Background: an optimization exercise with open tools, aiming at small area. Do not read the settings as production practice. Only simulation tests tie the RTL to the original design; equivalence was not proved.

`run.sh`:
```
#!/bin/bash
# synth_recipe.tcl (not shown) runs the flow's synth.tcl, then flattens the netlist and writes it again
# the make line also repeats each setting of config.mk as NAME=value (left out here)
make -C /OpenROAD-flow-scripts/flow DESIGN_CONFIG=/design/flow/config.mk WORK_HOME=/design/flow/orfs CLKGATE_MAP_FILE= SYNTH_SCRIPT=/design/flow/synth_recipe.tcl finish
```
`config.mk`:
```
export PLATFORM = sky130hd
export DESIGN_NAME = drum_core
export DESIGN_NICKNAME = drum_core
export VERILOG_FILES = /design/flow/design.v
export SDC_FILE = /design/flow/constraint.sdc
export NUM_CORES = 4
export LEC_CHECK = 0
export CAP_MARGIN = 20
export CORE_MARGIN = 2
export CORE_UTILIZATION = 40
export SLEW_MARGIN = 20
```
`constraint.sdc`:
```
create_clock -name core_clock -period 30.0 [get_ports {clk}]
set_input_delay 6.0000 -clock core_clock [delete_from_list [all_inputs] [get_ports {clk}]]
set_output_delay 6.0000 -clock core_clock [all_outputs]
set_load 0.01 [all_outputs]
```
`design.v`:
```
module drum_sin_rom (
    input  wire [7:0]  idx,
    output reg  [15:0] val
);
    always @(*) begin
        case (idx)
            8'd0: val = 16'd101;
            8'd1: val = 16'd302;
            8'd2: val = 16'd503;
            8'd3: val = 16'd704;
            8'd4: val = 16'd905;
            8'd5: val = 16'd1106;
            8'd6: val = 16'd1307;
            8'd7: val = 16'd1507;
            8'd8: val = 16'd1708;
            8'd9: val = 16'd1909;
            8'd10: val = 16'd2110;
            8'd11: val = 16'd2310;
            8'd12: val = 16'd2511;
            8'd13: val = 16'd2711;
            8'd14: val = 16'd2911;
            8'd15: val = 16'd3112;
            8'd16: val = 16'd3312;
            8'd17: val = 16'd3512;
            8'd18: val = 16'd3712;
            8'd19: val = 16'd3911;
            8'd20: val = 16'd4111;
            8'd21: val = 16'd4310;
            8'd22: val = 16'd4509;
            8'd23: val = 16'd4708;
            8'd24: val = 16'd4907;
            8'd25: val = 16'd5106;
            8'd26: val = 16'd5305;
            8'd27: val = 16'd5503;
            8'd28: val = 16'd5701;
            8'd29: val = 16'd5899;
            8'd30: val = 16'd6096;
            8'd31: val = 16'd6294;
            8'd32: val = 16'd6491;
            8'd33: val = 16'd6688;
            8'd34: val = 16'd6885;
            8'd35: val = 16'd7081;
            8'd36: val = 16'd7277;
            8'd37: val = 16'd7473;
            8'd38: val = 16'd7669;
            8'd39: val = 16'd7864;
            8'd40: val = 16'd8059;
            8'd41: val = 16'd8254;
            8'd42: val = 16'd8448;
            8'd43: val = 16'd8642;
            8'd44: val = 16'd8836;
            8'd45: val = 16'd9030;
            8'd46: val = 16'd9223;
            8'd47: val = 16'd9416;
            8'd48: val = 16'd9608;
            8'd49: val = 16'd9800;
            8'd50: val = 16'd9992;
            8'd51: val = 16'd10183;
            8'd52: val = 16'd10374;
            8'd53: val = 16'd10564;
            8'd54: val = 16'd10754;
            8'd55: val = 16'd10944;
            8'd56: val = 16'd11133;
            8'd57: val = 16'd11322;
            8'd58: val = 16'd11511;
            8'd59: val = 16'd11699;
            8'd60: val = 16'd11886;
            8'd61: val = 16'd12074;
            8'd62: val = 16'd12260;
            8'd63: val = 16'd12446;
            8'd64: val = 16'd12632;
            8'd65: val = 16'd12817;
            8'd66: val = 16'd13002;
            8'd67: val = 16'd13187;
            8'd68: val = 16'd13370;
            8'd69: val = 16'd13554;
            8'd70: val = 16'd13736;
            8'd71: val = 16'd13919;
            8'd72: val = 16'd14101;
            8'd73: val = 16'd14282;
            8'd74: val = 16'd14462;
            8'd75: val = 16'd14643;
            8'd76: val = 16'd14822;
            8'd77: val = 16'd15001;
            8'd78: val = 16'd15180;
            8'd79: val = 16'd15358;
            8'd80: val = 16'd15535;
            8'd81: val = 16'd15712;
            8'd82: val = 16'd15888;
            8'd83: val = 16'd16063;
            8'd84: val = 16'd16238;
            8'd85: val = 16'd16413;
            8'd86: val = 16'd16586;
            8'd87: val = 16'd16759;
            8'd88: val = 16'd16932;
            8'd89: val = 16'd17104;
            8'd90: val = 16'd17275;
            8'd91: val = 16'd17445;
            8'd92: val = 16'd17615;
            8'd93: val = 16'd17784;
            8'd94: val = 16'd17953;
            8'd95: val = 16'd18121;
            8'd96: val = 16'd18288;
            8'd97: val = 16'd18454;
            8'd98: val = 16'd18620;
            8'd99: val = 16'd18785;
            8'd100: val = 16'd18950;
            8'd101: val = 16'd19113;
            8'd102: val = 16'd19276;
            8'd103: val = 16'd19438;
            8'd104: val = 16'd19600;
            8'd105: val = 16'd19761;
            8'd106: val = 16'd19921;
            8'd107: val = 16'd20080;
            8'd108: val = 16'd20238;
            8'd109: val = 16'd20396;
            8'd110: val = 16'd20553;
            8'd111: val = 16'd20709;
            8'd112: val = 16'd20865;
            8'd113: val = 16'd21019;
            8'd114: val = 16'd21173;
            8'd115: val = 16'd21326;
            8'd116: val = 16'd21479;
            8'd117: val = 16'd21630;
            8'd118: val = 16'd21781;
            8'd119: val = 16'd21930;
            8'd120: val = 16'd22079;
            8'd121: val = 16'd22227;
            8'd122: val = 16'd22375;
            8'd123: val = 16'd22521;
            8'd124: val = 16'd22667;
            8'd125: val = 16'd22812;
            8'd126: val = 16'd22956;
            8'd127: val = 16'd23099;
            8'd128: val = 16'd23241;
            8'd129: val = 16'd23382;
            8'd130: val = 16'd23522;
            8'd131: val = 16'd23662;
            8'd132: val = 16'd23801;
            8'd133: val = 16'd23938;
            8'd134: val = 16'd24075;
            8'd135: val = 16'd24211;
            8'd136: val = 16'd24346;
            8'd137: val = 16'd24480;
            8'd138: val = 16'd24613;
            8'd139: val = 16'd24746;
            8'd140: val = 16'd24877;
            8'd141: val = 16'd25007;
            8'd142: val = 16'd25137;
            8'd143: val = 16'd25265;
            8'd144: val = 16'd25393;
            8'd145: val = 16'd25519;
            8'd146: val = 16'd25645;
            8'd147: val = 16'd25770;
            8'd148: val = 16'd25893;
            8'd149: val = 16'd26016;
            8'd150: val = 16'd26138;
            8'd151: val = 16'd26259;
            8'd152: val = 16'd26378;
            8'd153: val = 16'd26497;
            8'd154: val = 16'd26615;
            8'd155: val = 16'd26732;
            8'd156: val = 16'd26848;
            8'd157: val = 16'd26962;
            8'd158: val = 16'd27076;
            8'd159: val = 16'd27189;
            8'd160: val = 16'd27300;
            8'd161: val = 16'd27411;
            8'd162: val = 16'd27521;
            8'd163: val = 16'd27629;
            8'd164: val = 16'd27737;
            8'd165: val = 16'd27843;
            8'd166: val = 16'd27949;
            8'd167: val = 16'd28053;
            8'd168: val = 16'd28157;
            8'd169: val = 16'd28259;
            8'd170: val = 16'd28360;
            8'd171: val = 16'd28460;
            8'd172: val = 16'd28560;
            8'd173: val = 16'd28658;
            8'd174: val = 16'd28755;
            8'd175: val = 16'd28850;
            8'd176: val = 16'd28945;
            8'd177: val = 16'd29039;
            8'd178: val = 16'd29131;
            8'd179: val = 16'd29223;
            8'd180: val = 16'd29313;
            8'd181: val = 16'd29403;
            8'd182: val = 16'd29491;
            8'd183: val = 16'd29578;
            8'd184: val = 16'd29664;
            8'd185: val = 16'd29749;
            8'd186: val = 16'd29832;
            8'd187: val = 16'd29915;
            8'd188: val = 16'd29997;
            8'd189: val = 16'd30077;
            8'd190: val = 16'd30156;
            8'd191: val = 16'd30234;
            8'd192: val = 16'd30311;
            8'd193: val = 16'd30387;
            8'd194: val = 16'd30462;
            8'd195: val = 16'd30535;
            8'd196: val = 16'd30607;
            8'd197: val = 16'd30679;
            8'd198: val = 16'd30749;
            8'd199: val = 16'd30818;
            8'd200: val = 16'd30885;
            8'd201: val = 16'd30952;
            8'd202: val = 16'd31017;
            8'd203: val = 16'd31082;
            8'd204: val = 16'd31145;
            8'd205: val = 16'd31206;
            8'd206: val = 16'd31267;
            8'd207: val = 16'd31327;
            8'd208: val = 16'd31385;
            8'd209: val = 16'd31442;
            8'd210: val = 16'd31498;
            8'd211: val = 16'd31553;
            8'd212: val = 16'd31607;
            8'd213: val = 16'd31659;
            8'd214: val = 16'd31710;
            8'd215: val = 16'd31760;
            8'd216: val = 16'd31809;
            8'd217: val = 16'd31857;
            8'd218: val = 16'd31903;
            8'd219: val = 16'd31949;
            8'd220: val = 16'd31993;
            8'd221: val = 16'd32036;
            8'd222: val = 16'd32077;
            8'd223: val = 16'd32118;
            8'd224: val = 16'd32157;
            8'd225: val = 16'd32195;
            8'd226: val = 16'd32232;
            8'd227: val = 16'd32267;
            8'd228: val = 16'd32302;
            8'd229: val = 16'd32335;
            8'd230: val = 16'd32367;
            8'd231: val = 16'd32397;
            8'd232: val = 16'd32427;
            8'd233: val = 16'd32455;
            8'd234: val = 16'd32482;
            8'd235: val = 16'd32508;
            8'd236: val = 16'd32533;
            8'd237: val = 16'd32556;
            8'd238: val = 16'd32578;
            8'd239: val = 16'd32599;
            8'd240: val = 16'd32619;
            8'd241: val = 16'd32637;
            8'd242: val = 16'd32655;
            8'd243: val = 16'd32671;
            8'd244: val = 16'd32685;
            8'd245: val = 16'd32699;
            8'd246: val = 16'd32711;
            8'd247: val = 16'd32722;
            8'd248: val = 16'd32732;
            8'd249: val = 16'd32741;
            8'd250: val = 16'd32748;
            8'd251: val = 16'd32755;
            8'd252: val = 16'd32759;
            8'd253: val = 16'd32763;
            8'd254: val = 16'd32766;
            8'd255: val = 16'd32767;
            default: val = 16'd0;
        endcase
    end
endmodule
module drum_exp2_rom (
    input  wire [7:0]  idx,
    output reg  [15:0] val
);
    always @(*) begin
        case (idx)
            8'd0: val = 16'd32768;
            8'd1: val = 16'd32679;
            8'd2: val = 16'd32591;
            8'd3: val = 16'd32503;
            8'd4: val = 16'd32415;
            8'd5: val = 16'd32327;
            8'd6: val = 16'd32240;
            8'd7: val = 16'd32153;
            8'd8: val = 16'd32066;
            8'd9: val = 16'd31979;
            8'd10: val = 16'd31893;
            8'd11: val = 16'd31806;
            8'd12: val = 16'd31720;
            8'd13: val = 16'd31635;
            8'd14: val = 16'd31549;
            8'd15: val = 16'd31464;
            8'd16: val = 16'd31379;
            8'd17: val = 16'd31294;
            8'd18: val = 16'd31209;
            8'd19: val = 16'd31125;
            8'd20: val = 16'd31041;
            8'd21: val = 16'd30957;
            8'd22: val = 16'd30873;
            8'd23: val = 16'd30790;
            8'd24: val = 16'd30706;
            8'd25: val = 16'd30623;
            8'd26: val = 16'd30541;
            8'd27: val = 16'd30458;
            8'd28: val = 16'd30376;
            8'd29: val = 16'd30293;
            8'd30: val = 16'd30212;
            8'd31: val = 16'd30130;
            8'd32: val = 16'd30048;
            8'd33: val = 16'd29967;
            8'd34: val = 16'd29886;
            8'd35: val = 16'd29805;
            8'd36: val = 16'd29725;
            8'd37: val = 16'd29644;
            8'd38: val = 16'd29564;
            8'd39: val = 16'd29484;
            8'd40: val = 16'd29405;
            8'd41: val = 16'd29325;
            8'd42: val = 16'd29246;
            8'd43: val = 16'd29167;
            8'd44: val = 16'd29088;
            8'd45: val = 16'd29009;
            8'd46: val = 16'd28931;
            8'd47: val = 16'd28852;
            8'd48: val = 16'd28774;
            8'd49: val = 16'd28697;
            8'd50: val = 16'd28619;
            8'd51: val = 16'd28542;
            8'd52: val = 16'd28464;
            8'd53: val = 16'd28388;
            8'd54: val = 16'd28311;
            8'd55: val = 16'd28234;
            8'd56: val = 16'd28158;
            8'd57: val = 16'd28082;
            8'd58: val = 16'd28006;
            8'd59: val = 16'd27930;
            8'd60: val = 16'd27855;
            8'd61: val = 16'd27779;
            8'd62: val = 16'd27704;
            8'd63: val = 16'd27629;
            8'd64: val = 16'd27554;
            8'd65: val = 16'd27480;
            8'd66: val = 16'd27406;
            8'd67: val = 16'd27332;
            8'd68: val = 16'd27258;
            8'd69: val = 16'd27184;
            8'd70: val = 16'd27110;
            8'd71: val = 16'd27037;
            8'd72: val = 16'd26964;
            8'd73: val = 16'd26891;
            8'd74: val = 16'd26818;
            8'd75: val = 16'd26746;
            8'd76: val = 16'd26674;
            8'd77: val = 16'd26601;
            8'd78: val = 16'd26530;
            8'd79: val = 16'd26458;
            8'd80: val = 16'd26386;
            8'd81: val = 16'd26315;
            8'd82: val = 16'd26244;
            8'd83: val = 16'd26173;
            8'd84: val = 16'd26102;
            8'd85: val = 16'd26031;
            8'd86: val = 16'd25961;
            8'd87: val = 16'd25891;
            8'd88: val = 16'd25821;
            8'd89: val = 16'd25751;
            8'd90: val = 16'd25681;
            8'd91: val = 16'd25612;
            8'd92: val = 16'd25543;
            8'd93: val = 16'd25474;
            8'd94: val = 16'd25405;
            8'd95: val = 16'd25336;
            8'd96: val = 16'd25268;
            8'd97: val = 16'd25199;
            8'd98: val = 16'd25131;
            8'd99: val = 16'd25063;
            8'd100: val = 16'd24995;
            8'd101: val = 16'd24928;
            8'd102: val = 16'd24860;
            8'd103: val = 16'd24793;
            8'd104: val = 16'd24726;
            8'd105: val = 16'd24659;
            8'd106: val = 16'd24593;
            8'd107: val = 16'd24526;
            8'd108: val = 16'd24460;
            8'd109: val = 16'd24394;
            8'd110: val = 16'd24328;
            8'd111: val = 16'd24262;
            8'd112: val = 16'd24196;
            8'd113: val = 16'd24131;
            8'd114: val = 16'd24066;
            8'd115: val = 16'd24001;
            8'd116: val = 16'd23936;
            8'd117: val = 16'd23871;
            8'd118: val = 16'd23806;
            8'd119: val = 16'd23742;
            8'd120: val = 16'd23678;
            8'd121: val = 16'd23614;
            8'd122: val = 16'd23550;
            8'd123: val = 16'd23486;
            8'd124: val = 16'd23423;
            8'd125: val = 16'd23359;
            8'd126: val = 16'd23296;
            8'd127: val = 16'd23233;
            8'd128: val = 16'd23170;
            8'd129: val = 16'd23108;
            8'd130: val = 16'd23045;
            8'd131: val = 16'd22983;
            8'd132: val = 16'd22921;
            8'd133: val = 16'd22859;
            8'd134: val = 16'd22797;
            8'd135: val = 16'd22735;
            8'd136: val = 16'd22674;
            8'd137: val = 16'd22613;
            8'd138: val = 16'd22552;
            8'd139: val = 16'd22491;
            8'd140: val = 16'd22430;
            8'd141: val = 16'd22369;
            8'd142: val = 16'd22309;
            8'd143: val = 16'd22248;
            8'd144: val = 16'd22188;
            8'd145: val = 16'd22128;
            8'd146: val = 16'd22068;
            8'd147: val = 16'd22009;
            8'd148: val = 16'd21949;
            8'd149: val = 16'd21890;
            8'd150: val = 16'd21831;
            8'd151: val = 16'd21772;
            8'd152: val = 16'd21713;
            8'd153: val = 16'd21654;
            8'd154: val = 16'd21595;
            8'd155: val = 16'd21537;
            8'd156: val = 16'd21479;
            8'd157: val = 16'd21421;
            8'd158: val = 16'd21363;
            8'd159: val = 16'd21305;
            8'd160: val = 16'd21247;
            8'd161: val = 16'd21190;
            8'd162: val = 16'd21133;
            8'd163: val = 16'd21076;
            8'd164: val = 16'd21019;
            8'd165: val = 16'd20962;
            8'd166: val = 16'd20905;
            8'd167: val = 16'd20849;
            8'd168: val = 16'd20792;
            8'd169: val = 16'd20736;
            8'd170: val = 16'd20680;
            8'd171: val = 16'd20624;
            8'd172: val = 16'd20568;
            8'd173: val = 16'd20513;
            8'd174: val = 16'd20457;
            8'd175: val = 16'd20402;
            8'd176: val = 16'd20347;
            8'd177: val = 16'd20292;
            8'd178: val = 16'd20237;
            8'd179: val = 16'd20182;
            8'd180: val = 16'd20127;
            8'd181: val = 16'd20073;
            8'd182: val = 16'd20019;
            8'd183: val = 16'd19965;
            8'd184: val = 16'd19911;
            8'd185: val = 16'd19857;
            8'd186: val = 16'd19803;
            8'd187: val = 16'd19750;
            8'd188: val = 16'd19696;
            8'd189: val = 16'd19643;
            8'd190: val = 16'd19590;
            8'd191: val = 16'd19537;
            8'd192: val = 16'd19484;
            8'd193: val = 16'd19431;
            8'd194: val = 16'd19379;
            8'd195: val = 16'd19326;
            8'd196: val = 16'd19274;
            8'd197: val = 16'd19222;
            8'd198: val = 16'd19170;
            8'd199: val = 16'd19118;
            8'd200: val = 16'd19066;
            8'd201: val = 16'd19015;
            8'd202: val = 16'd18963;
            8'd203: val = 16'd18912;
            8'd204: val = 16'd18861;
            8'd205: val = 16'd18810;
            8'd206: val = 16'd18759;
            8'd207: val = 16'd18708;
            8'd208: val = 16'd18658;
            8'd209: val = 16'd18607;
            8'd210: val = 16'd18557;
            8'd211: val = 16'd18507;
            8'd212: val = 16'd18457;
            8'd213: val = 16'd18407;
            8'd214: val = 16'd18357;
            8'd215: val = 16'd18308;
            8'd216: val = 16'd18258;
            8'd217: val = 16'd18209;
            8'd218: val = 16'd18160;
            8'd219: val = 16'd18110;
            8'd220: val = 16'd18061;
            8'd221: val = 16'd18013;
            8'd222: val = 16'd17964;
            8'd223: val = 16'd17915;
            8'd224: val = 16'd17867;
            8'd225: val = 16'd17819;
            8'd226: val = 16'd17770;
            8'd227: val = 16'd17722;
            8'd228: val = 16'd17674;
            8'd229: val = 16'd17627;
            8'd230: val = 16'd17579;
            8'd231: val = 16'd17531;
            8'd232: val = 16'd17484;
            8'd233: val = 16'd17437;
            8'd234: val = 16'd17390;
            8'd235: val = 16'd17343;
            8'd236: val = 16'd17296;
            8'd237: val = 16'd17249;
            8'd238: val = 16'd17202;
            8'd239: val = 16'd17156;
            8'd240: val = 16'd17109;
            8'd241: val = 16'd17063;
            8'd242: val = 16'd17017;
            8'd243: val = 16'd16971;
            8'd244: val = 16'd16925;
            8'd245: val = 16'd16879;
            8'd246: val = 16'd16834;
            8'd247: val = 16'd16788;
            8'd248: val = 16'd16743;
            8'd249: val = 16'd16697;
            8'd250: val = 16'd16652;
            8'd251: val = 16'd16607;
            8'd252: val = 16'd16562;
            8'd253: val = 16'd16518;
            8'd254: val = 16'd16473;
            8'd255: val = 16'd16428;
            default: val = 16'd0;
        endcase
    end
endmodule
module drum_exp2 (
    input  wire [30:0] y,
    output wire [15:0] e
);
    wire [15:0] frac;
    drum_exp2_rom rom (.idx(y[11:4]), .val(frac));
    assign e = (|y[30:16]) ? 16'd0 : (frac >> y[15:12]);
endmodule
module drum_sine (
    input  wire [15:0] p,
    output wire [14:0] mag,
    output wire        neg
);
    wire [7:0]  idx = p[14] ? ~p[13:6] : p[13:6];
    wire [15:0] val;
    drum_sin_rom rom (.idx(idx), .val(val));
    assign mag = val[14:0];
    assign neg = p[15];
endmodule
module drum_mac (
    input  wire [29:0] a,
    input  wire [3:0]  d,
    input  wire [30:0] c,
    output wire [30:0] q
);
    wire [34:0] s = {4'd0, c} + a * d;
    assign q = s[34:4];
endmodule
module drum_core (
    input  wire               clk,
    input  wire               rst,           
    input  wire               byte_valid,
    input  wire [7:0]         byte_data,
    output wire               byte_ready,
    input  wire               block_valid,
    input  wire [15:0]        block_fshift,  
    output wire               block_ready,
    input  wire [3:0]         press,         
    input  wire               overrun,
    output wire               out_valid,
    output wire signed [19:0] out_sample,
    output reg                overrun_flag
);
    localparam [4:0] S_IDLE = 5'd0,  S_SLOT = 5'd1,  S_YE   = 5'd2,  S_XT   = 5'd3,
                     S_LIN  = 5'd4,  S_YT   = 5'd5,  S_V    = 5'd6,  S_Q    = 5'd7,
                     S_IE   = 5'd8,  S_FM   = 5'd9,  S_PM   = 5'd10, S_MT   = 5'd11,
                     S_FC   = 5'd12, S_PC   = 5'd13, S_RAMP = 5'd14, S_DY   = 5'd15,
                     S_AMP  = 5'd16, S_Y    = 5'd17, S_ADDY = 5'd18, S_NA   = 5'd19,
                     S_NT   = 5'd20, S_ADDN = 5'd21, S_SUBN = 5'd22, S_FINF = 5'd23,
                     S_FINT = 5'd24, S_OUT  = 5'd25, S_ZX   = 5'd26;
    reg [4:0] state;
    assign byte_ready  = (state == S_IDLE);
    assign block_ready = (state == S_IDLE);
    reg [1:0] phase;             
    reg       start_flag, stop_flag;
    reg [7:0] pending_note;
    reg [39:0] slot_note;        
    reg [4:0]  slot_active;
    reg [1:0]  var0, var1, var2;
    reg [3:0]  btn;
    reg [15:0] fshift;
    reg [15:0] lfsr;
    reg [104:0] cnt;             
    reg [4:0]  sample_i;
    reg [2:0]  s;                
    reg [2:0]  drum;
    reg        in_trans;         
    reg        wrap;             
    reg [19:0] acc;              
    assign out_valid  = (state == S_OUT);
    assign out_sample = acc;
    reg [29:0] A;
    reg [15:0] B;
    reg [30:0] ACC;
    reg [2:0]  step;
    reg [15:0] T1;
    reg [15:0] T2;               
    wire [2:0] lay = in_trans ? ((drum == 3'd0) ? 3'd5 : 3'd6) : drum;
    wire [14:0] n  = cnt[lay*15 +: 15];
    reg [15:0] pn, kd, amp15, ki;
    reg [17:0] slope;
    reg [29:0] fct, fmt;
    reg [11:0] iturn;
    reg [21:0] kl;
    reg [1:0]  shape;            
    reg        shifted;
    reg [1:0]  var_sel;
    always @(*) begin
        case (lay)
            3'd0, 3'd5: var_sel = var0;
            3'd1:       var_sel = var1;
            default:    var_sel = var2;
        endcase
    end
    always @(*) begin
        pn = 0; amp15 = 0; kd = 0; slope = 0; fct = 0; fmt = 0;
        iturn = 0; shape = 0; ki = 0; kl = 0; shifted = 1'b1;
        case (lay)
            3'd0: begin  
                pn = 240; slope = 69905; kd = 630; amp15 = 32768;
                fct = 5368709; fmt = 8053064; shape = 0; ki = 1576;
                case (var_sel) 2'd0: iturn = 1304; 2'd1: iturn = 1630; 2'd2: iturn = 1956; default: iturn = 2608; endcase
            end
            3'd1: begin  
                pn = 96; slope = 139810; kd = 788; amp15 = 26214;
                fct = 16106127; fmt = 29527900; shape = 1; kl = 447392;
                case (var_sel) 2'd0: iturn = 2608; 2'd1: iturn = 2934; 2'd2: iturn = 3259; default: iturn = 3911; endcase
            end
            3'd2: begin  
                pn = 192; slope = 78643; kd = 525; amp15 = 29491;
                fct = 10737418; fmt = 16106127; shape = 0; ki = 630;
                case (var_sel) 2'd0: iturn = 978; 2'd1: iturn = 1304; 2'd2: iturn = 1630; default: iturn = 2282; endcase
            end
            3'd3: begin  
                pn = 192; slope = 78643; kd = 630; amp15 = 29491;
                fct = 14316558; fmt = 21474836; shape = 0; ki = 630;
                case (var_sel) 2'd0: iturn = 978; 2'd1: iturn = 1304; 2'd2: iturn = 1630; default: iturn = 2282; endcase
            end
            3'd4: begin  
                pn = 48; slope = 209715; kd = 1576; amp15 = 19661;
                fct = 536870912; fmt = 760567125; shape = 0; ki = 1051;
                iturn = 3259; shifted = 1'b0;
            end
            3'd5: begin  
                pn = 48; slope = 174763; kd = 6303; amp15 = 16384;
                fct = 35791394; fmt = 62634940; shape = 2;
                case (var_sel) 2'd0: iturn = 1956; 2'd1: iturn = 2282; 2'd2: iturn = 2608; default: iturn = 3259; endcase
            end
            default: begin  
                pn = 48; slope = 139810; kd = 7879; amp15 = 13107;
                fct = 44739243; fmt = 71582788; shape = 1; kl = 2982616;
                case (var_sel) 2'd0: iturn = 1304; 2'd1: iturn = 1630; 2'd2: iturn = 1956; default: iturn = 2608; endcase
            end
        endcase
    end
    wire [15:0] nthr = (drum == 3'd0) ? 16'd14400 : (drum == 3'd1) ? 16'd12000 :
                       (drum == 3'd2) ? 16'd16800 : (drum == 3'd3) ? 16'd14400 : 16'd4800;
    wire        has_noise = (drum == 3'd1) || (drum == 3'd4);
    wire        has_trans = (drum == 3'd0) || (drum == 3'd2) || (drum == 3'd3);
    wire        heavy     = (drum[2:1] == 2'd0);      
    wire [15:0] m  = {1'b0, n} - pn;
    wire [15:0] u  = {1'b0, n} + 16'd48;
    wire [14:0] n1 = n + 15'd1;
    wire [15:0] e;
    drum_exp2 exp_u (.y(ACC), .e(e));
    wire        use_t1 = (state != S_MT);
    wire [15:0] t1s    = T2[15] ? (~T1 + 16'd1) : T1;
    wire [15:0] sin_p  = ACC[15:0] + (use_t1 ? t1s : 16'd0);
    wire [14:0] sin_mag;
    wire        sin_neg;
    drum_sine sine_u (.p(sin_p), .mag(sin_mag), .neg(sin_neg));
    reg [29:0] a_src;
    reg [15:0] b_src;
    reg [30:0] c_src;
    reg [2:0]  last;
    reg        is_op;
    always @(*) begin
        a_src = 30'd0; b_src = 16'd0; c_src = 31'd0; last = 3'd3; is_op = 1'b1;
        case (state)
            S_YE:   begin a_src = {11'd0, n, 4'd0};   b_src = ki;            last = 3'd2; end
            S_XT:   begin
                        case (shape)
                            2'd0:    a_src = {14'd0, e};
                            2'd1:    a_src = {14'd0, 16'd32768 - ACC[15:0]};
                            default: a_src = {14'd0, ACC[15:0]};
                        endcase
                        b_src = {4'd0, iturn}; last = 3'd2;
                    end
            S_LIN:  begin a_src = {8'd0, kl};          b_src = {1'b0, n};    end
            S_YT:   begin a_src = {7'd0, n, 8'd0};     b_src = 16'd6303;     c_src = 31'd77454080; end
            S_V:    begin a_src = 30'd977342464;       b_src = u;            last = 3'd2; end
            S_Q:    begin a_src = ACC[29:0];           b_src = u;            last = 3'd5; end
            S_IE:   begin a_src = {ACC[28:0], 1'b0};   b_src = T1;           end
            S_FM:   begin a_src = {fmt[27:0], 2'b00};  b_src = fshift;       end
            S_PM:   begin a_src = shifted ? ACC[29:0] : fmt; b_src = {1'b0, n}; end
            S_MT:   begin a_src = {12'd0, T1, 2'b00};  b_src = {1'b0, sin_mag};
                          c_src = sin_neg ? 31'd65532 : 31'd0; end
            S_FC:   begin a_src = {fct[27:0], 2'b00};  b_src = fshift;       end
            S_PC:   begin a_src = shifted ? ACC[29:0] : fct; b_src = {1'b0, n}; end
            S_RAMP: begin a_src = {12'd0, slope};      b_src = {n[12:0], 3'b000}; last = 3'd2; end
            S_DY:   begin a_src = {6'd0, m, 8'd0};     b_src = kd;           end
            S_AMP:  begin a_src = {13'd0, amp15, 1'b0}; b_src = e;           end
            S_Y:    begin a_src = {ACC[28:0], 1'b0};   b_src = {1'b0, T2[14:0]};
                          c_src = T2[15] ? 31'd65534 : 31'd0; end
            S_NA:   begin a_src = {13'd0, T1, 1'b0};   b_src = (drum == 3'd1) ? 16'd16384 : 16'd22938; end
            S_NT:   begin a_src = {ACC[28:0], 1'b0};   b_src = lfsr;         end
            default: is_op = 1'b0;
        endcase
    end
    wire        first = (step == 3'd0);
    wire        done  = is_op && (step == last);
    wire [30:0] mac_q;
    drum_mac mac (
        .a(first ? a_src : A),
        .d(first ? b_src[3:0] : B[3:0]),
        .c(first ? c_src : ACC),
        .q(mac_q)
    );
    reg  [16:0] acc_x;
    reg         acc_sub;
    always @(*) begin
        acc_x   = ACC[16:0];
        acc_sub = 1'b0;
        case (state)
            S_ADDY:  acc_sub = T2[15];
            S_SUBN:  begin acc_x = A[16:0]; acc_sub = 1'b1; end
            default: ;
        endcase
    end
    wire [19:0] acc_w    = heavy ? {2'b00, acc_x, 1'b0} : {3'b000, acc_x};
    wire [19:0] acc_next = acc + (acc_sub ? (~acc_w + 20'd1) : acc_w);
    wire [15:0] lfsr_next = lfsr[0] ? ((lfsr >> 1) ^ 16'hB400) : (lfsr >> 1);
    reg [2:0] free_slot, match_slot;
    integer k;
    always @(*) begin
        free_slot  = 3'd7;
        match_slot = 3'd7;
        for (k = 4; k >= 0; k = k - 1) begin
            if (!slot_active[k])                                      free_slot  = k[2:0];
            if (slot_active[k] && slot_note[k*8 +: 8] == pending_note) match_slot = k[2:0];
        end
    end
    wire [7:0]  cur_note  = slot_note[s*8 +: 8];
    wire        cur_drum  = (cur_note >= 8'd60) && (cur_note <= 8'd64);
    wire [2:0]  cur_d     = cur_note[2:0] - 3'd4;        
    wire [3:0]  btn_eff   = btn | press;
    wire [14:0] n_sub     = (drum == 3'd0) ? cnt[5*15 +: 15] : cnt[6*15 +: 15];
    wire        sub_live  = (drum == 3'd0) ? (n_sub < 15'd960) : (n_sub < 15'd720);
    integer j;
    always @(posedge clk) begin
        if (rst) begin
            state        <= S_IDLE;
            phase        <= 2'd0;
            start_flag   <= 1'b0;
            stop_flag    <= 1'b0;
            pending_note <= 8'd0;
            slot_active  <= 5'd0;
            slot_note    <= 40'd0;
            var0 <= 2'd0; var1 <= 2'd0; var2 <= 2'd0;
            btn          <= 4'd0;
            fshift       <= 16'd16384;
            cnt          <= 105'd0;
            sample_i     <= 5'd0;
            s            <= 3'd0;
            drum         <= 3'd0;
            in_trans     <= 1'b0;
            wrap         <= 1'b0;
            acc          <= 20'd0;
            lfsr         <= 16'hACE1;
            step         <= 3'd0;
            overrun_flag <= 1'b0;
        end else begin
            btn <= btn | press;
            if (overrun) overrun_flag <= 1'b1;
            if (is_op) begin
                ACC <= mac_q;
                B   <= (first ? b_src : B) >> 4;
                if (first) A <= a_src;
                step <= done ? 3'd0 : step + 3'd1;
            end
            case (state)
                S_IDLE: begin
                    if (byte_valid) begin
                        case (phase)
                            2'd0: begin
                                start_flag <= (byte_data == 8'h90);
                                stop_flag  <= (byte_data == 8'h80);
                                phase      <= 2'd1;
                            end
                            2'd1: begin
                                pending_note <= byte_data;
                                phase        <= 2'd2;
                            end
                            default: begin
                                phase <= 2'd0;
                                if (start_flag) begin
                                    if (free_slot != 3'd7) begin
                                        slot_note[free_slot*8 +: 8] <= pending_note;
                                        slot_active[free_slot]      <= 1'b1;
                                    end
                                    start_flag <= 1'b0;
                                end else if (stop_flag) begin
                                    if (match_slot != 3'd7)
                                        slot_active[match_slot] <= 1'b0;
                                    stop_flag <= 1'b0;
                                end
                            end
                        endcase
                    end else if (block_valid) begin
                        fshift <= block_fshift;
                        if (btn_eff[0]) var0 <= var0 + 2'd1;
                        if (btn_eff[1]) var1 <= var1 + 2'd1;
                        if (btn_eff[2]) var2 <= var2 + 2'd1;
                        if (btn_eff[3]) slot_active <= 5'd0;
                        btn      <= 4'd0;
                        sample_i <= 5'd0;
                        s        <= 3'd0;
                        acc      <= 20'd0;
                        state    <= S_SLOT;
                    end
                end
                S_SLOT: begin
                    if (s == 3'd0) acc <= 20'd0;
                    in_trans <= 1'b0;
                    if (s == 3'd5) begin
                        state <= S_OUT;
                    end else if (slot_active[s] && cur_drum) begin
                        drum <= cur_d;
                        if (cur_d == 3'd1)
                            state <= (cnt[1*15 +: 15] < 15'd4800) ? S_LIN : S_ZX;
                        else
                            state <= S_YE;
                    end else begin
                        s <= s + 3'd1;
                    end
                end
                S_ZX: begin              
                    T1    <= 16'd0;
                    state <= S_FC;
                end
                S_YE:   if (done) state <= S_XT;
                S_LIN:  if (done) state <= S_XT;
                S_YT:   if (done) state <= S_V;
                S_V:    begin
                            if (first) T1 <= e;
                            if (done) state <= S_Q;
                        end
                S_Q:    if (done) state <= S_IE;
                S_IE:   if (done) state <= S_XT;
                S_XT:   if (done) begin
                            T1    <= mac_q[15:0];
                            state <= shifted ? S_FM : S_PM;
                        end
                S_FM:   if (done) state <= S_PM;
                S_PM:   if (done) state <= S_MT;
                S_MT:   begin
                            if (first) T2[15] <= sin_neg;
                            if (done) begin
                                T1    <= mac_q[15:0];
                                state <= shifted ? S_FC : S_PC;
                            end
                        end
                S_FC:   if (done) state <= S_PC;
                S_PC:   if (done) state <= ({1'b0, n} <= pn) ? S_RAMP : S_DY;
                S_RAMP: begin
                            if (first) T2 <= {sin_neg, sin_mag};
                            if (done) state <= S_Y;
                        end
                S_DY:   begin
                            if (first) T2 <= {sin_neg, sin_mag};
                            if (done) state <= S_AMP;
                        end
                S_AMP:  if (done) state <= S_Y;
                S_Y:    begin
                            if (first) T1 <= ACC[15:0];
                            if (done) state <= S_ADDY;
                        end
                S_ADDY: begin
                            acc <= acc_next;
                            if (in_trans)       state <= S_FINT;
                            else if (has_noise) state <= S_NA;
                            else                state <= S_FINF;
                        end
                S_NA:   if (done) state <= S_NT;
                S_NT:   if (done) state <= S_ADDN;
                S_ADDN: begin
                            acc   <= acc_next;
                            state <= S_SUBN;
                        end
                S_SUBN: begin
                            if (lfsr[15]) acc <= acc_next;
                            lfsr  <= lfsr_next;
                            state <= S_FINF;
                        end
                S_FINF: begin
                    wrap <= ({1'b0, n} >= nthr);
                    cnt[lay*15 +: 15] <= ({1'b0, n} >= nthr) ? 15'd0 : n1;
                    if (has_trans) begin
                        in_trans <= 1'b1;
                        if (!sub_live)            state <= S_FINT;
                        else if (drum == 3'd0)    state <= S_YT;
                        else                      state <= S_LIN;
                    end else begin
                        s     <= s + 3'd1;
                        state <= S_SLOT;
                    end
                end
                S_FINT: begin
                    cnt[lay*15 +: 15] <= wrap ? 15'd0 : n1;
                    in_trans <= 1'b0;
                    s        <= s + 3'd1;
                    state    <= S_SLOT;
                end
                S_OUT: begin
                    s <= 3'd0;
                    if (sample_i == 5'd31) begin
                        state <= S_IDLE;
                    end else begin
                        sample_i <= sample_i + 5'd1;
                        state    <= S_SLOT;
                    end
                end
                default: state <= S_IDLE;
            endcase
        end
    end
endmodule
```
==> results.txt, run 1 <==
die area=approximately 100000 um^2; Final Hold Viols=0; R2R Setup Slk=between 10000 and 15000 ps; largest net degree at the start of global routing=a little under 100; Hold Slack=around 450 ps; initial antenna violation count=6; FF-to-FF path depth=48; Tot GR Track Use=0.358; simple-gate share of the synthesized area=0.226; wl on met1=between 70 and 80 mm; area delta synth->final=8.32%; worst-skew pair later-pin latency=590 ps; most used cell, CP=ha_1; Detail Placement HPWL=133 mm; Synth Flop Type=dfxtp_1; clk_skew=19.9 ps; hold-critical path depth=2; max-capacitance violation count=0; met2 WL post-DR=74.9 mm; Die Width=316 um; Cell variety after synth=between 100 and 150; top sig layer=met5; DRT Wirelength=186 mm; CP peak stage delay=900 ps; htree depth=2; CTS tree=yes; Hold EP=cnt[8]; Post-synth ARST share=0; via count=44600; Layout Cells excl Fill=between 6000 and 7000; startpoint types=flop; commonest non-fill, non-tap cell in the layout=nor2_1; clock buffer depth=3; worst-path maximum fanout=70; met3 wire length=24.8 mm; most frequent cells in the layout=nor2_1, nand2_1, a21oi_1; CTS Sinks=367; outcome=finished clean; Via density=6.91; Critical-path top delay cell=a31o_1; 1st-pass router iterations=9; xor and xnor area share after synthesis=0.0423; die extent in y=316 um; Worst Hold Class=flop to flop; Final setup viols=0; Post-DRT Antenna Nets=0; Nets=5433; Ports=between 50 and 60; largest family of logic cells by synthesized area=compound AO/OA/AOI/OAI gates; Setup TNS=0 ps; Overflow after GRT=0; post-CTS setup buffers=0; crit path capture type=flop; Final period util=0.538; Max Freq=62.0 MHz; # port buffers=between 50 and 60; placed inst area=40700 um^2; Finished Core Util=0.437; cts-stage hold buffer count=0; Avg WL per Cell=28.8 um; number of global-route vias before repair=40300; clock root buffer=clkbuf_16; register area share after synthesis=0.216; TritonCTS Buffers=43; arrival time worst endpoint=16580 ps; layout cell share with drive strength beyond 1=0.0728; number of synthesis warnings=3; clk slew on worst S/H paths=80 ps; Reg2Reg Capture Point=exp_u.frac[0]; PostCTS Resize Cnt=0; Starting Density=0.403; core box area=96600 um^2; Post-Synth Adder-Cell Area=0.0934; Fillers=9897; syn_nets=between 5000 and 6000; # rows=114; relative slew slack=0.0857; hold wc startpoint=cnt[8]; Placed Cells=roughly 6400; mux contribution to synthesized area=0.0373; synthesized area per cell=7.31 um^2; Synth Area in Compound Gates=0.321; Initial DRC Count=about 7800; Worst Tran Pin Value=1370 ps; drt drc=0; Cells after Synth=~5300; Seq cells post-synth=367; Post-Layout Inst Area=between 40000 and 50000 um^2; first-pass GRT wire length=272 mm; Post-synth EDFFs=105; Reg-to-Reg Start=state[3]; critical path required time=30440 ps; Setup CP Type=flop to flop; Tmin final=between 15000 and 20000 ps; GPL Wtd Cong=approximately 1.1; Slew Limit Fails=0; RSZ-0062 raised after global routing=no; Post-Syn Area=just under 40000 um^2
[Yosys cell counts (58+ instances only)]
library cell,instances,area (um^2)
a22oi_1,148,1110
nand2_1,601,2260
ha_1,198,2480
nor2_1,629,2360
nor3_1,144,721
inv_1,181,679
a221oi_1,75,657
nand3_1,142,711
xor2_1,75,657
o211ai_1,75,563
a21oi_1,430,2150
a211oi_1,90,676
fa_1,58,1160
a31oi_1,72,450
o22ai_1,67,419
clkbuf_1,318,1190
dfxtp_1,262,5250
edfxtp_1,105,3150
mux2i_1,100,1000
o21ai_0,346,1730
xnor2_1,106,928
[per-stage QoR]
stage,setup slack [ps]
finish,13860
global route,12920
CTS,14400
detailed placement,14490
global placement,14850
floorplan,16710
[per-layer routing]
| metal | up-vias | GRT usage |
|---|---|---|
| met5 | - | 0 |
| met4 | 6 | 0.190 |
| met3 | 798 | 0.107 |
| met2 | 3201 | 0.514 |
| met1 | 21200 | 0.480 |
| li1 | 19400 | - |
[cells by family (layout without fill, tap and decap cells)]
logic type / Yosys count / count (layout)
xor gates and xnor gates: 184 / 184
buffers and inverters: 629 / 484
DFF: 367 / 367
and+or+nand+nor: 1918 / 1918
muxes: 127 / 127
other: 0 / 4
adders and majority gates: 256 / 256
AOI/OAI and AO/OA: 1842 / 1842
[critical path, delay by kind of cell, from the launching register on]
kind / cells / cell delay (ps)
AO/OA/AOI/OAI: 19 / 5470
XOR/XNOR: 2 / 810
adder cells (fa/ha/maj): 7 / 3120
buffers and inverters: 6 / 2230
flip-flops: 1 / 720
AND/OR/NAND/NOR: 14 / 3510
[flip-flops by register name, summed over array words and instances (netlist names), 3 cells and up]
register,count
drum,3
B,12
acc,20
exp_u.frac,16
fshift,16
T1,16
slot_note,40
slot_active,5
cnt,105
T2,16
state,5
btn,4
s,3
A,30
sample_i,5
ACC,31
step,3
lfsr,16
pending_note,8
[how the worst max path moves through the flow]
stage             start  slack, ps       endpoint  cells after the start
3_3_place_gp   state[3]      14850  exp_u.frac[0]                     49
4_1_cts        state[3]      14400  exp_u.frac[0]                     49
6_report       state[3]      13860  exp_u.frac[0]                     48
3_5_place_dp   state[3]      14490  exp_u.frac[0]                     49
5_1_grt        state[3]      12920  exp_u.frac[0]                     48
2_1_floorplan  state[4]      16710  exp_u.frac[6]                     56
[cell type report]
| cell class | count | area, um^2 | share of cell area |
|---|---|---|---|
| diodes | 4 | 10.0 | 0.000237 |
| clock buffers | 61 | 1310 | 0.0310 |
| clock inverters | 18 | 204 | 0.00484 |
| inverters | 191 | 718 | 0.0170 |
| multi-input cells | 4327 | 28200 | 0.668 |
| flip-flops and latches | 367 | 8400 | 0.199 |
| well taps | 1276 | 1600 | 0.0379 |
| repair buffers | 214 | 1760 | 0.0416 |
==> run 2: changes to the inputs <==
==> flow/run.sh (new file) <==
#!/bin/bash
# Standard ORFS layout, with the combinational logic of the standard synthesis
# re-mapped by ABC for area before floorplanning. Registers (cells and names)
# are left exactly as the standard synthesis made them.
set -euo pipefail
HERE=$(pwd)
YOSYS=${YOSYS_EXE:-$FLOW_HOME/../tools/install/yosys/bin/yosys}
LIB=$FLOW_HOME/platforms/sky130hd/lib/sky130_fd_sc_hd__tt_025C_1v80.lib
RES=$HERE/orfs/results/$FLOW_PLATFORM/drum_core/base

bash standard.sh synth > $HERE/synth.log 2>&1

cp $RES/1_2_yosys.v $HERE/synth_std.v
SEQ=$(grep -oE 'cell \("?sky130_fd_sc_hd__(df|edf|sdf|dl|conb)[a-z0-9_]*' $LIB | sed -E 's/cell \("?//' | sort -u | tr '\n' ' ')
sed -e "s#@LIB@#$LIB#g" -e "s#@SEQ@#$SEQ#g" -e "s#@IN@#$HERE/synth_std.v#g" \
    -e "s#@OUT@#$HERE/synth_remap.v#g" -e "s#@TOP@#$FLOW_TOP#g" flow/remap.ys > $HERE/remap_run.ys
$YOSYS -q -l $HERE/remap.log $HERE/remap_run.ys > /dev/null 2>&1
cp $HERE/synth_remap.v $RES/1_2_yosys.v

bash standard.sh finish > $HERE/finish.log 2>&1
==> flow/remap.ys (new file) <==
read_liberty -ignore_miss_func @LIB@
read_verilog @IN@
hierarchy -top @TOP@
setattr -mod -set keep_hierarchy 1 @SEQ@
flatten
select @TOP@
opt_clean -purge
abc -liberty @LIB@ -dont_use *probe* -dont_use *lpflow* -script +strash;dc2;dch,-f;amap;strash;dch,-f;amap;
opt_clean -purge
splitnets
opt_clean -purge
insbuf -buf sky130_fd_sc_hd__buf_4 A X
hierarchy -top @TOP@
select @TOP@
stat -liberty @LIB@
write_verilog -noattr -noexpr -nohex -nodec -selected @OUT@
==> standard.sh (new file) <==
#!/bin/bash
# synth_recipe.tcl (not shown) runs the flow's synth.tcl, then flattens the netlist and writes it again
# the make line also repeats each setting of config.mk as NAME=value (left out here)
make -C /OpenROAD-flow-scripts/flow DESIGN_CONFIG=/design/flow/config.mk WORK_HOME=/design/flow/orfs CLKGATE_MAP_FILE= SYNTH_SCRIPT=/design/flow/synth_recipe.tcl "${@:-finish}"
removed: run.sh
==> run 2 against run 1 <==
Still clean on timing, DRC and antenna. Wire length fell by 7.1%. Non-clock buffer count fell by 11. Synthesized area fell by 20%. Critical endpoint is now ACC[29]. Critical path depth rose by 50.
==> results.txt, run 2 <==
commonest non-fill, non-tap cell in the layout=nor2_1; most frequent cells in the layout=nor2_1, clkinv_1, o21ai_0; Finished Core Util=0.460 (+0.0232); 1st-pass router iterations=11 (+2); Final period util=0.618 (+0.0797); Via density=6.74 (-2.4%); syn_nets=4880 (-13%); top sig layer=met5; post-CTS setup buffers=0 (unchanged); Post-Layout Inst Area=35500 um^2 (-16%); Post-Syn Area=31100 um^2 (-20%); startpoint types=flop; Nets=5107 (-6.0%); # rows=102 (-11%); Critical-path top delay cell=o21ai_0; TritonCTS Buffers=43 (unchanged); Tot GR Track Use=0.419 (+0.0611); clock root buffer=clkbuf_16; critical path required time=30330 ps (-110 ps); synthesized area per cell=6.41 um^2 (-12%); Starting Density=0.403 (-0.000618); Overflow after GRT=0 (unchanged); Cells after Synth=4847 (-8.9%); die extent in y=283 um (-11%); outcome=finished clean; wl on met1=66.6 mm (-9.5%); core box area=77200 um^2 (-20%); Setup CP Type=flop to flop; Tmin final=18530 ps (+2390 ps); Final setup viols=0 (unchanged); number of global-route vias before repair=37900 (-6.0%); worst-skew pair later-pin latency=610 ps (+20 ps); Worst Tran Pin Value=1360 ps (-5.26 ps); layout cell share with drive strength beyond 1=0.0476 (-0.0252); met3 wire length=19.7 mm (-20%); # port buffers=56 (unchanged); placed inst area=34100 um^2 (-16%); first-pass GRT wire length=251 mm (-8.0%); clock buffer depth=3 (unchanged); max-capacitance violation count=0 (unchanged); htree depth=2 (unchanged); worst-path maximum fanout=34 (-51%); die area=80000 um^2 (-20%); most used cell, CP=o21ai_0; clk_skew=31.1 ps (+11.2 ps); Detail Placement HPWL=130 mm (-2.5%); Avg WL per Cell=28.1 um (-2.4%); Initial DRC Count=6172 (-21%); Final Hold Viols=0 (unchanged); Worst Hold Class=flop to flop; largest net degree at the start of global routing=63 (-36%); Max Freq=54.0 MHz (-13%); PostCTS Resize Cnt=0 (unchanged); CTS tree=yes; RSZ-0062 raised after global routing=no; Biggest register=cnt; met2 WL post-DR=73.1 mm (-2.5%); clk slew on worst S/H paths=70 ps (about the same); DP Worst Slack=12050 ps (-2440 ps); Largest register FFs=105 (unchanged); arrival time worst endpoint=18870 ps (+2290 ps); GPL Wtd Cong=1.09 (-3.2%); DRT Wirelength=173 mm (-7.1%); Setup TNS=0 ps (unchanged); drt drc=0 (unchanged); cts-stage hold buffer count=0 (unchanged); Die Width=283 um (-11%); relative slew slack=0.0881 (+0.00245); worst setup margin=11470 ps (-2390 ps); Hold Slack=459 ps (+8.08 ps); Slew Limit Fails=0 (unchanged); via count=41500 (-7.1%); area delta synth->final=14.2%; CP peak stage delay=1050 ps (+150 ps); Ports=57 (unchanged); Largest regs=cnt (105), slot_note (40), ACC (31); crit path capture type=flop; Post-DRT Antenna Nets=0 (unchanged); number of synthesis warnings=3 (unchanged); initial antenna violation count=11 (+5); CTS Sinks=367 (unchanged)
[run 2: cell types whose count changed in the layout (fill, tap and decap cells not counted), sizes merged, moves of 78 or more]
cell    delta
inv      -187
xnor2    -106
o21ai     +84
mux2i    -100
nand2    -223
o22ai    +207
a22oi     -82
nand3    -108
nor2     +644
clkinv   +532
a21oi     -78
ha       -198
[run 2: per-layer routing]
layer  GRT usage  up-vias
li1            -    18500
met1       0.528    19200
met3       0.101      840
met2       0.642     2958
met5           0        -
met4       0.264       10
[run 2: final timing paths]
kind	startpoint	end	slack, ps	cells past startpoint
max reg2reg	T2[15]	ACC[29]	11470	98
min	cnt[50]	cnt[50]	460	2
min reg2reg	cnt[50]	cnt[50]	460	2
max	T2[15]	ACC[29]	11470	98
[run 2: through the flow]
step                std cells
finish                   6149
global route             6146
CTS                      6143
detailed placement       6067
global placement         6066
floorplan                4847
[run 2: worst max-delay path, delay by kind of cell, from the launching register on]
| family | cells | cell delay, ps |
|---|---|---|
| AO/OA/AOI/OAI | 47 | 9430 |
| flip-flops | 1 | 450 |
| buffers and inverters | 22 | 4260 |
| AND/OR/NAND/NOR | 29 | 4120 |
[run 2: area by class of cell]
cell class | count | area [um^2]
clock buffer | 61 | 1280
clock inverter | 15 | 146
tap | 1040 | 1300
antenna | 4 | 10.0
multi-input combinational | 3923 | 20700
inverter | 536 | 2010
sequential | 367 | 8400
timing repair buffer | 203 | 1660
fill | 8253 | 41700

==> static timing again, ports no longer ideal <==
Ports are ideal in the flow. The routed layouts listed here were re-timed in OpenROAD.
Step 1: set_driving_cell puts a clkbuf_16 on clk and a buf_2 on each other input, an assumption about the parent block.
Step 2, shift: input delay + t, output delay - t, t = (earliest + latest rising clock arrival at the registers) / 2. This alone moves slack from input paths to output paths.
Slacks: ideal / step 1 / step 2; pairs: ideal / step 1.
run | t (ns) | slack for setup (ns) | worst setup path after step 2 | worst slew at a driven data input, ns
run 1 | 0.648 | 13.859 / 13.859 / 13.859 | register to register | 0.05
run 2 | 0.673 | 11.468 / 11.468 / 11.468 | register to register | 0.04
After both steps setup and hold are still met in every run listed.
